From an optimization exercise on the open Yosys and OpenROAD flow, aimed at small area, a short achievable clock period and few clock cycles; shortcuts taken in it are not production practice.
In this exercise RTL edits were held to simulation tests only and were not proved equivalent to the original.
No activity file was given, so power comes from the tool's default toggle rates.

== lagoon ==
Design usb_uart_bridge, start of the top module:
module usb_uart_bridge (
    input  wire        clk,
    input  wire        rst,
    input  wire        cmd_valid,
    input  wire [7:0]  cmd_data,
    output wire        cmd_ready,
    output reg         ev_valid,
    output reg  [3:0]  ev_code,
    output reg  [31:0] ev_data,
    input  wire        ev_ready
);
Size: roughly 5600 cells after synthesis, about 1800 flip-flops, ~50 I/O pins, about 0.074 mm2 of cells after synthesis.
==> module ring_buffer, before the edit <==
module ring_buffer #(
    parameter N  = 64,
    parameter AW = 6,
    parameter LO = 3                
) (
    input  wire          clk,
    input  wire          rst,
    input  wire          put,        
    input  wire [7:0]    put_data,
    input  wire          get,        
    output reg  [7:0]    rd_data,    
    output reg           empty,
    output reg           full,
    output reg  [AW-1:0] depth
);
    localparam NL = 1 << LO;
    localparam NH = N >> LO;
    localparam LAST = N - 2;        
    reg [8*(N-1)-1:0] store;
    reg [NL-1:0]  rs_lo;            
    reg [NL-1:0]  rs_lo_n;          
    reg [NH-1:0]  rs_hi;
    reg [AW-1:0]  wp;               
    reg           wb_v;
    reg [7:0]     wb_d;
    reg [NH-1:0]  we_hi;            
    wire [NL-1:0] we_lo = {{(NL-1){1'b0}}, 1'b1} << wp[LO-1:0];
    reg           one, two;
    integer i, j;
    always @(posedge clk) begin
        for (j = 0; j < NH; j = j + 1)
            for (i = 0; i < NL; i = i + 1)
                if (NL*j+i <= LAST && we_hi[j] && we_lo[i])
                    store[8*(NL*j+i) +: 8] <= wb_d;
    end
    wire [AW-1:0] wp1 = (wp == LAST) ? {AW{1'b0}} : wp + 1'b1;
    wire [NL-1:0] lo_sel_a = rs_lo;
    wire [NL-1:0] lo_sel_b = ~rs_lo_n;
    wire [NH-1:0] hi_sel   = rs_hi;
    reg  [7:0]    grp, nxt;
    always @(*) begin
        nxt = 8'h0;
        for (j = 0; j < NH; j = j + 1) begin
            grp = 8'h0;
            for (i = 0; i < NL; i = i + 1)
                if (NL*j+i <= LAST)
                    grp = grp | (store[8*(NL*j+i) +: 8] &
                                 {{4{lo_sel_b[i]}}, {4{lo_sel_a[i]}}});
            nxt = nxt | (grp & {8{hi_sel[j]}});
        end
    end
    always @(posedge clk) begin
        if (get) begin
            if (one)
                rd_data <= put_data;
            else if (two && wb_v)
                rd_data <= wb_d;
            else
                rd_data <= nxt;
        end else if (empty && put) begin
            rd_data <= put_data;
        end
    end
    wire [AW-1:0] dp1 = depth + 1'b1;
    wire [AW-1:0] dm1 = depth - 1'b1;
    wire          up  = put && !get;
    wire          dn  = get && !put;
    always @(posedge clk) begin
        wb_d  <= put_data;
        if (rst) begin
            we_hi <= {NH{1'b0}};
            rs_lo <= {{(NL-2){1'b0}}, 2'b10};
            rs_lo_n <= ~{{(NL-2){1'b0}}, 2'b10};
            rs_hi <= {{(NH-1){1'b0}}, 1'b1};
            wp    <= LAST;
            wb_v  <= 1'b0;
            depth <= {AW{1'b0}};
            empty <= 1'b1;
            one   <= 1'b0;
            two   <= 1'b0;
            full  <= 1'b0;
        end else begin
            wb_v  <= put;
            we_hi <= put ? ({{(NH-1){1'b0}}, 1'b1} << wp1[AW-1:LO]) : {NH{1'b0}};
            if (put) wp <= wp1;
            if (get) begin
                if (rs_hi[NH-1] && rs_lo[NL-2]) begin
                    rs_lo <= {{(NL-1){1'b0}}, 1'b1};
                    rs_lo_n <= ~{{(NL-1){1'b0}}, 1'b1};
                    rs_hi <= {{(NH-1){1'b0}}, 1'b1};
                end else begin
                    rs_lo <= {rs_lo[NL-2:0], rs_lo[NL-1]};
                    rs_lo_n <= {rs_lo_n[NL-2:0], rs_lo_n[NL-1]};
                    if (rs_lo[NL-1])
                        rs_hi <= {rs_hi[NH-2:0], rs_hi[NH-1]};
                end
            end
            if (up) begin
                depth <= dp1;
                empty <= 1'b0;
                one   <= empty;
                two   <= one;
                full  <= (dp1 == {AW{1'b1}});
            end else if (dn) begin
                depth <= dm1;
                empty <= one;
                one   <= two;
                two   <= (depth == 3);
                full  <= 1'b0;
            end
        end
    end
endmodule
Settings: LEC_CHECK=0, ABC_CLOCK_PERIOD_IN_PS=3000, CAP_MARGIN=20, CORE_MARGIN=2, CORE_UTILIZATION=65, CTS_BUF_LIST=sky130_fd_sc_hd__clkbuf_4 sky130_fd_sc_hd__clkbuf_8, CTS_CLUSTER_DIAMETER=50, CTS_CLUSTER_SIZE=12, SETUP_SLACK_MARGIN=4.0, SLEW_MARGIN=20; clock period 7.0 ns.
run.sh (not shown) runs the stock make flow with config.mk's settings and CLKGATE_MAP_FILE= SYNTH_SCRIPT=/design/flow/synth_recipe.tcl, a recipe that flattens the netlist after the stock synthesis.
Testbench counts of lagoon, summed over its fixed seeds: cycles 36,968.
Inputs modified between lagoon and onyx:
--- a/flow/design.v
+++ b/flow/design.v
@@ -24,6 +24,6 @@
     reg           wb_v;
     reg [7:0]     wb_d;
+    reg [NL-1:0]  we_lo;            
     reg [NH-1:0]  we_hi;            
-    wire [NL-1:0] we_lo = {{(NL-1){1'b0}}, 1'b1} << wp[LO-1:0];
     reg           one, two;
     integer i, j;
@@ -68,4 +68,5 @@
     always @(posedge clk) begin
         wb_d  <= put_data;
+        we_lo <= {{(NL-1){1'b0}}, 1'b1} << wp1[LO-1:0];
         if (rst) begin
             we_hi <= {NH{1'b0}};
[summary]
- Comparing onyx and lagoon, the lower die outline area was measured on onyx.
- Between lagoon and onyx, combinational power share decreased.
- Of onyx and lagoon, it is onyx that has the higher setup slack after layout.
- The global-route usage of onyx and that of lagoon are within noise of each other.
- In the final reports, the cell area of onyx is smaller than that of lagoon.
- Comparing onyx and lagoon, the lower area inside the core boundary was measured on onyx.
- Diff lagoon -> onyx: leakage power went down by about 15%, maximum vdd ir drop went up by 6.6%, number of global-route vias before repair went down by 2442, number of flops mapped to enable cells by yosys was more or less identical, count of buffering cells on the critical path with inverters included went down by 2.
Testbench counts of onyx, summed over its fixed seeds: cycles 36,968.

-- separate check: timing with driven ports --
No port has a modelled driver above. Below, the same layouts with a new extraction and two added sets of constraints.
Step 1 (the two cells are an assumption about what drives the block):
set clk [get_ports {clk}]
set_driving_cell -lib_cell sky130_fd_sc_hd__clkbuf_16 $clk
set_driving_cell -lib_cell sky130_fd_sc_hd__buf_2 [delete_from_list [all_inputs] $clk]
Step 2 times the ports against the registers' clock, not the clock port: input delays grow and output delays shrink by t, the midpoint of the rising clock arrivals with the driver on.
Slacks: ideal / step 1 / step 2; pairs: ideal / step 1.
| run | t (ns) | setup WS [ns] | hold slack, ns | worst setup path at the end | clock arrival spread, ns |
|---|---|---|---|---|---|
| lagoon | 0.966 | 3.853 / 3.853 / 3.036 | 0.473 / 0.473 / 0.473 | input to register | 0.047 / 0.048 |
| onyx | 0.954 | 3.933 / 3.933 / 3.116 | 0.473 / 0.473 / 0.473 | input to register | 0.041 / 0.041 |
After both steps setup and hold are still met in every run listed.
